This design comes from an exercise in tuning for small area on the open sky130 flow, not from production work.
No functional check of the RTL was part of this run.
No activity file was given, so power comes from the tool's default toggle rates.

===== design/flow/design.v =====
module zc_dimmer (
    input  wire        clk,
    input  wire        rst,         
    input  wire        zc_in,       
    input  wire        en_in,       
    input  wire        dim_in,      
    input  wire        cmd_valid,
    input  wire [19:0] cmd_word,
    output reg         gate_out,
    output reg         status_out,
    output wire        cmd_ready,
    output reg  [15:0] rsp
);
    localparam [15:0] HALF_CYCLE_US    = 16'd10000;
    localparam [15:0] ZERO_PULSE_US    = 16'd600;
    localparam [15:0] SAFETY_MARGIN_US = 16'd400;
    localparam [15:0] T_MAX_DELAY      = HALF_CYCLE_US - ZERO_PULSE_US - SAFETY_MARGIN_US;
    localparam [15:0] TRIG_PULSE_US    = 16'd10;
    localparam [14:0] RAMP_MAX         = 15'd200;
    localparam [15:0] ONE              = 16'd32768;
    localparam [1:0] S_IDLE = 2'b00;
    localparam [1:0] S_WAIT = 2'b01;
    localparam [1:0] S_GATE = 2'b10;
    localparam [3:0] OP_MASK      = 4'h1;
    localparam [3:0] OP_UNMASK    = 4'h2;
    localparam [3:0] OP_DRAIN     = 4'h3;
    localparam [3:0] OP_PUBLISH   = 4'h4;
    localparam [3:0] OP_SETTARGET = 4'h5;
    localparam [3:0] OP_ADDTICKS  = 4'h6;
    localparam [3:0] OP_RELVALUE  = 4'h7;
    localparam [3:0] OP_CALCDELAY = 4'h8;
    localparam [3:0] OP_RDPINS    = 4'h9;
    localparam [3:0] OP_STATUSOFF = 4'hA;
    localparam ERR_LATE   = 0;
    localparam ERR_LOST   = 1;
    localparam ERR_SAT    = 2;
    localparam ERR_BADCMD = 3;
    reg        zc_meta, zc_sync, zc_prev;
    reg        en_meta, en_sync, dim_meta, dim_sync;
    reg        zc_pend;
    reg        irq_mask;
    reg [1:0]  seq_state;
    reg [15:0] tmr;
    reg [7:0]  zc_count;
    reg [15:0] shared_delay;
    reg [14:0] ramp_cur;
    reg [14:0] ramp_tgt;
    reg [3:0]  err;
    wire        edge_det = zc_sync & ~zc_prev;
    wire        idle     = (seq_state == S_IDLE);
    wire        dispatch = idle & zc_pend & ~irq_mask;
    assign      cmd_ready = ~rst & idle & ~dispatch;
    wire        accept   = cmd_valid & cmd_ready;
    wire [3:0]  op  = cmd_word[19:16];
    wire [15:0] arg = cmd_word[15:0];
    wire        cnt_full = (zc_count == 8'd255);
    wire [7:0]  cnt_inc  = cnt_full ? zc_count : zc_count + 8'd1;
    wire signed [15:0] tgt_s = arg;
    wire [14:0] tgt_clamped = (tgt_s < 0)                          ? 15'd0 :
                              (tgt_s > $signed({1'b0, RAMP_MAX}))  ? RAMP_MAX :
                              arg[14:0];
    wire [14:0] dist_up   = ramp_tgt - ramp_cur;
    wire [14:0] dist_down = ramp_cur - ramp_tgt;
    wire [15:0] step_up   = (arg < {1'b0, dist_up})   ? arg : {1'b0, dist_up};
    wire [15:0] step_down = (arg < {1'b0, dist_down}) ? arg : {1'b0, dist_down};
    reg  [14:0] ramp_next;
    always @(*) begin
        if (ramp_cur < ramp_tgt)
            ramp_next = ramp_cur + step_up[14:0];
        else if (ramp_cur > ramp_tgt)
            ramp_next = ramp_cur - step_down[14:0];
        else
            ramp_next = ramp_cur;
    end
    wire [29:0] rel_num = {ramp_cur, 15'd0};
    wire [29:0] rel_quo = rel_num / RAMP_MAX;
    wire [15:0] lvl_c     = (arg > ONE) ? ONE : arg;
    wire [31:0] calc_prod = (HALF_CYCLE_US - ZERO_PULSE_US) * lvl_c + (ONE >> 1);
    wire [15:0] calc_res  = calc_prod[30:15] + (ZERO_PULSE_US >> 1);
    always @(*) begin
        rsp = 16'd0;
        if (accept) begin
            case (op)
                OP_DRAIN:     rsp = {8'd0, zc_count};
                OP_RELVALUE:  rsp = rel_quo[15:0];
                OP_CALCDELAY: rsp = calc_res;
                OP_RDPINS:    rsp = {14'd0, dim_sync, en_sync};
                default:      rsp = 16'd0;
            endcase
        end
    end
    always @(posedge clk) begin
        if (rst) begin
            zc_meta      <= 1'b1;
            zc_sync      <= 1'b1;
            zc_prev      <= 1'b1;
            en_meta      <= 1'b0;
            en_sync      <= 1'b0;
            dim_meta     <= 1'b0;
            dim_sync     <= 1'b0;
            zc_pend      <= 1'b0;
            irq_mask     <= 1'b1;
            seq_state    <= S_IDLE;
            tmr          <= 16'd0;
            gate_out     <= 1'b0;
            status_out   <= 1'b0;
            zc_count     <= 8'd0;
            shared_delay <= 16'hFFFF;
            ramp_cur     <= 15'd0;
            ramp_tgt     <= 15'd0;
            err          <= 4'd0;
        end else begin
            zc_meta  <= zc_in;
            zc_sync  <= zc_meta;
            zc_prev  <= zc_sync;
            en_meta  <= en_in;
            en_sync  <= en_meta;
            dim_meta <= dim_in;
            dim_sync <= dim_meta;
            zc_pend <= (zc_pend & ~dispatch) | edge_det;
            if (edge_det & zc_pend & ~dispatch)
                err[ERR_LOST] <= 1'b1;
            if (edge_det & ~idle)
                err[ERR_LATE] <= 1'b1;
            case (seq_state)
                S_IDLE: begin
                    if (dispatch) begin
                        if (shared_delay >= T_MAX_DELAY) begin
                            zc_count <= cnt_inc;
                            if (cnt_full)
                                err[ERR_SAT] <= 1'b1;
                        end else if (shared_delay != 16'd0) begin
                            status_out <= 1'b1;
                            tmr        <= shared_delay - 16'd1;
                            seq_state  <= S_WAIT;
                        end else begin
                            gate_out  <= 1'b1;
                            tmr       <= TRIG_PULSE_US - 16'd1;
                            seq_state <= S_GATE;
                        end
                    end
                end
                S_WAIT: begin
                    if (tmr != 16'd0) begin
                        tmr <= tmr - 16'd1;
                    end else begin
                        status_out <= 1'b0;
                        gate_out   <= 1'b1;
                        tmr        <= TRIG_PULSE_US - 16'd1;
                        seq_state  <= S_GATE;
                    end
                end
                S_GATE: begin
                    if (tmr != 16'd0) begin
                        tmr <= tmr - 16'd1;
                    end else begin
                        gate_out  <= 1'b0;
                        zc_count  <= cnt_inc;
                        if (cnt_full)
                            err[ERR_SAT] <= 1'b1;
                        seq_state <= S_IDLE;
                    end
                end
                default: ;
            endcase
            if (accept) begin
                case (op)
                    OP_MASK:      irq_mask     <= 1'b1;
                    OP_UNMASK:    irq_mask     <= 1'b0;
                    OP_DRAIN:     zc_count     <= 8'd0;
                    OP_PUBLISH:   shared_delay <= arg;
                    OP_SETTARGET: ramp_tgt     <= tgt_clamped;
                    OP_ADDTICKS:  ramp_cur     <= ramp_next;
                    OP_RELVALUE:  ;
                    OP_CALCDELAY: ;
                    OP_RDPINS:    ;
                    OP_STATUSOFF: status_out   <= 1'b0;
                    default:      err[ERR_BADCMD] <= 1'b1;
                endcase
            end
        end
    end
endmodule

===== design/flow/run.sh =====
#!/bin/bash
# synth_recipe.tcl (not shown) runs the flow's synth.tcl, then flattens the netlist and writes it again
# the make line also repeats each setting of config.mk as NAME=value (left out here)
make -C /OpenROAD-flow-scripts/flow DESIGN_CONFIG=/design/flow/config.mk WORK_HOME=/design/flow/orfs CLKGATE_MAP_FILE= SYNTH_SCRIPT=/design/flow/synth_recipe.tcl finish

===== design/flow/config.mk =====
export PLATFORM = sky130hd
export DESIGN_NAME = zc_dimmer
export DESIGN_NICKNAME = zc_dimmer
export VERILOG_FILES = /design/flow/design.v
export SDC_FILE = /design/flow/constraint.sdc
export NUM_CORES = 4
export LEC_CHECK = 0
export CAP_MARGIN = 20
export CORE_MARGIN = 2
export CORE_UTILIZATION = 40
export PLACE_DENSITY = 0.6
export SLEW_MARGIN = 20

===== design/flow/constraint.sdc =====
create_clock -name core_clock -period 40.0 [get_ports {clk}]
set_input_delay 8.0000 -clock core_clock [delete_from_list [all_inputs] [get_ports {clk}]]
set_output_delay 8.0000 -clock core_clock [all_outputs]
set_load 0.01 [all_outputs]

==> out/summary.log <==
INFO  floorplanning  pin_count=45
INFO  worst_setup_path worstPathArrival=24480ps
INFO  synth          synth_top_cells_by_count=sky130_fd_sc_hd__nor2_1, sky130_fd_sc_hd__ha_1, sky130_fd_sc_hd__a21oi_1
INFO  clocking       clock_transition_at_path_regs=70ps
INFO  clocking       cts-htree-levels=3
INFO  power_and_ir_drop powerDensity=74.6mW/mm^2
INFO  clocking       worst_skew_pair.late_latency=360ps
INFO  global_routing grt.total_usage=21.7%
INFO  sta            timing.final.setup_violations=0
INFO  detailed_routing drc_markers=0
INFO  floorplanning  std_cell_rows=75
INFO  sta            report.final.slew_viol_count=0
INFO  worst_setup_path timing.critical_path.mode_cell=sky130_fd_sc_hd__ha_1
INFO  clocking       maximum_clock_path_buffer_count=2
INFO  synth          synth-async-reset-ratio=0%
INFO  synth          yosysWarningCount=1
INFO  floorplanning  floorplan.initialDensity=40.2%
INFO  synth          netlist_instances=2229
INFO  finish         multiInputGateArea=0.0141sqmm
INFO  sta            relative_slew_margins=27.1%
INFO  finish         syn2layout_area_growth=6.63%
INFO  synth          synth.avg_cell_area=7.52squm
INFO  synth          synthMostInstantiatedCell=sky130_fd_sc_hd__nor2_1
INFO  detailed_routing routedWlPerCell=17.7microns
INFO  clocking       cts_hold_bufs=0
INFO  sta            worst-slew-pin-transition=1090ps
INFO  min_path       timing.hold.worst.class=reg2reg
INFO  detailed_routing detail_route.first_pass.iterations=5
INFO  power_and_ir_drop cell_internal_pwr=0.575mW
INFO  sta            timing.final.hold_violations=0
INFO  placed_design  gp_congestion=0.910
INFO  finish         share_of_post_route_cells_with_drive_strength_above_1=6.30%
INFO  detailed_routing vias=16400
INFO  synth          post_synth_main_area_contributors=sky130_fd_sc_hd__ha_1, sky130_fd_sc_hd__dfxtp_1, sky130_fd_sc_hd__fa_1, sky130_fd_sc_hd__nor2_1, sky130_fd_sc_hd__a21oi_1
INFO  sta            rsz0062_at_grt=false
INFO  placed_design  dp_hpwl=38900microns
INFO  sta            clock.fmax=30.8MHz
INFO  synth          synth_enable_flop_cells=0
INFO  synth          synth-main-ff-cell=sky130_fd_sc_hd__dfxtp_1
INFO  synth          mapped_nets=2494
INFO  outcome        run_status=complete, no violations
INFO  worst_setup_path startpoint_type=flop
INFO  sta            timing.final.crit_share=81.2%
INFO  worst_setup_path regToRegSetupSlack=31120ps
INFO  global_routing maximum_number_of_pins_on_one_net_before_global_route_repair=71
INFO  global_routing global_route_wire_length_before_repair=78800microns
INFO  clocking       clock-sinks=83
INFO  clocking       cts_buffers=9
INFO  worst_setup_path timing.critical_path.required=32000ps
INFO  worst_setup_path timing_worst_setup_path_type=reg2out
INFO  sta            fin_skew=6.76ps
INFO  worst_setup_path worst_path_max_delay_cell=sky130_fd_sc_hd__dfxtp_1
INFO  synth          synth_largest_type_area_fraction=14.2%
INFO  clocking       clock_tree.root_cell=sky130_fd_sc_hd__clkbuf_16
INFO  sta            totalNegativeSetupSlack=0ps
INFO  worst_setup_path critPathMaxFanout=26
INFO  synth          netlist_area=0.0168sqmm
INFO  detailed_routing ant_nets=0
INFO  clocking       cts_resized=0
INFO  synth          ys_types=117
INFO  power_and_ir_drop net-switching-power=0.759mW
INFO  sta            final_period_minus_worst_setup_slack=32480ps
INFO  finish         num_antenna_cells=0
INFO  worst_setup_path endpoint_kind=primary output
INFO  floorplanning  dieWidth=209microns
INFO  power_and_ir_drop vdd_drop_max=86.2uV
INFO  synth          synth-seq-cells=83
INFO  global_routing grt_antenna_before_repair=0
INFO  finish         layout_nets=2466
INFO  clocking       tritoncts=built
INFO  finish         seq_area=0.00166sqmm
INFO  job            cap_violations=0
INFO  placed_design  placed_cell_area=0.0176sqmm
INFO  floorplanning  core-area=0.0417sqmm
INFO  floorplanning  die_height=209microns
INFO  placed_design  port_buffers=44
INFO  power_and_ir_drop total_power=1.33mW
INFO  floorplanning  design.die.area=0.0436sqmm
INFO  synth          synth_top_cell_by_area=sky130_fd_sc_hd__ha_1
INFO  finish         finish.instance_area=0.0179sqmm
INFO  power_and_ir_drop share_seq_of_total_power=7.8%
INFO  power_and_ir_drop power_switching_share=56.9%
INFO  detailed_routing detail_route.iter0.violations=1172
INFO  finish         final_util=42.9%
INFO  synth          ys_seq_area_share=9.91%
INFO  power_and_ir_drop total_leakage_power=7.41nW
INFO  worst_setup_path critical-path-max-stage-delay=860ps
INFO  detailed_routing detail_route.wirelength=48600microns
INFO  detailed_routing route.detailed.vias_per_inst=5.99
INFO  power_and_ir_drop clkPwrFrac=7.1%
INFO  global_routing grt_overflow=0
INFO  clocking       post-cts-setup-buffer-count=0
INFO  global_routing grt_pass1_vias=15500
INFO  finish         num-fill-cells=4205
INFO  power_and_ir_drop combinationalPowerShare=85.1%
state kept, by name, summed over array words and instances, names as in the netlist:
name and flops:
shared_delay 16, tmr 16, ramp_cur 15, ramp_tgt 15, zc_count 8, seq_state 2, dim_meta 1, dim_sync 1
en_meta 1, en_sync 1, gate_out 1, irq_mask 1, status_out 1, zc_meta 1, zc_pend 1, zc_prev 1
zc_sync 1
stage by stage:
step | hold slack [ps] | instances | setup slack (ps)
3_3_place_gp | 415 | 2729 | 9050
5_1_grt | 468 | 2745 | 5480
3_5_place_dp | 412 | 2729 | 8220
2_1_floorplan | 389 | 2229 | 12520
6_report | 424 | 2745 | 7520
4_1_cts | 431 | 2745 | 7770
routing by layer:
metal | up-vias | wire [microns] | GRT usage, % | share of wire (%)
met3 | 53 | 1880 | 2.27 | 3.9
li1 | 8159 | - | - | -
met5 | - | 0 | 0 | 0
met1 | 7828 | 23300 | 29.5 | 48
met4 | 0 | 773 | 4.26 | 1.6
met2 | 401 | 22700 | 37.2 | 47
logic make-up after synthesis:
kind of cell | synth area share [%]
AOI/OAI and AO/OA | 29.2
buffers and inverters | 5.95
and+or+nand+nor | 23.5
DFF | 9.91
muxes | 4.83
adders and majority gates | 20.0
xor gates and xnor gates | 6.66
power groups by stage:
stage	combinational, mW	sequential (mW)	clock (mW)
6_report	1.14	0.104	0.0943
5_1_grt	1.25	0.106	0.0990
4_1_cts	1.12	0.104	0.0963
3_5_place_dp	1.11	0.105	0
3_3_place_gp	1.11	0.105	0
2_1_floorplan	0.885	0.102	0
critical path, delay by kind of cell (launching register included):
kind,cells,cell delay (ps)
compound gates,25,9210
xor+xnor,1,150
fa+ha+maj,9,2710
buf+inv,10,2950
flops,1,860
mux,1,320
simple gates,29,7880
area by class of cell:
cell class | instances | share of cell area (%)
sequential | 83 | 9.29
tap | 539 | 3.77
inverter | 156 | 3.30
multi-input combinational | 1897 | 79.0
clock buffer | 9 | 1.26
clock inverter | 7 | 0.553
timing repair buffer | 54 | 2.85
cells in the final DEF (no fill, tap or decap), types with 32 or more instances in the layout:
cell type / synthesis / routed
sky130_fd_sc_hd__ha_1: 190 / 190
sky130_fd_sc_hd__nor3_1: 57 / 57
sky130_fd_sc_hd__nand3_1: 47 / 47
sky130_fd_sc_hd__fa_1: 49 / 49
sky130_fd_sc_hd__xnor2_1: 79 / 79
sky130_fd_sc_hd__mux2i_1: 49 / 49
sky130_fd_sc_hd__inv_1: 143 / 143
sky130_fd_sc_hd__nand2_1: 141 / 141
sky130_fd_sc_hd__dfxtp_1: 83 / 83
sky130_fd_sc_hd__xor2_1: 43 / 43
sky130_fd_sc_hd__a21o_1: 39 / 39
sky130_fd_sc_hd__clkdlybuf4s50_1: 0 / 43
sky130_fd_sc_hd__nor2_1: 230 / 230
sky130_fd_sc_hd__nand2b_1: 32 / 32
sky130_fd_sc_hd__a21oi_1: 150 / 150
sky130_fd_sc_hd__nor2b_1: 43 / 43
sky130_fd_sc_hd__o21ai_0: 108 / 107
sky130_fd_sc_hd__and2_1: 33 / 33
path summary, 6_finish.rpt:
check | start | end | cells after the start
max | ramp_cur[12] | rsp[0] | 75
min | zc_meta | zc_sync | 1
max reg2reg | ramp_cur[3] | ramp_cur[14] | 39
min reg2reg | zc_meta | zc_sync | 1

[re-timing with driven ports]
The flow's constraints put no driver on any port. The routed layout listed below was extracted and timed again, unchanged, in two steps. Step 1 (the two cells are an assumption about what drives the block):
set clk [get_ports {clk}]
set_driving_cell -lib_cell sky130_fd_sc_hd__clkbuf_16 $clk
set_driving_cell -lib_cell sky130_fd_sc_hd__buf_2 [delete_from_list [all_inputs] $clk]
Step 2 also shifts input and output timing later by t, the mid clock arrival at the registers, as if the neighbouring blocks saw the same clock. Three values: no drivers, after step 1, after step 2; two values: the first two.
t, ns: 0.409
slack for setup (ns): 7.520 / 7.468 / 7.877
hold WS [ns]: 0.424 / 0.424 / 0.424
clock arrival spread, ns: 0.010 / 0.009
After both steps this run still meets setup and hold. The setup slack of this run moves by -0.052 ns with the drivers and by +0.357 ns with both steps.
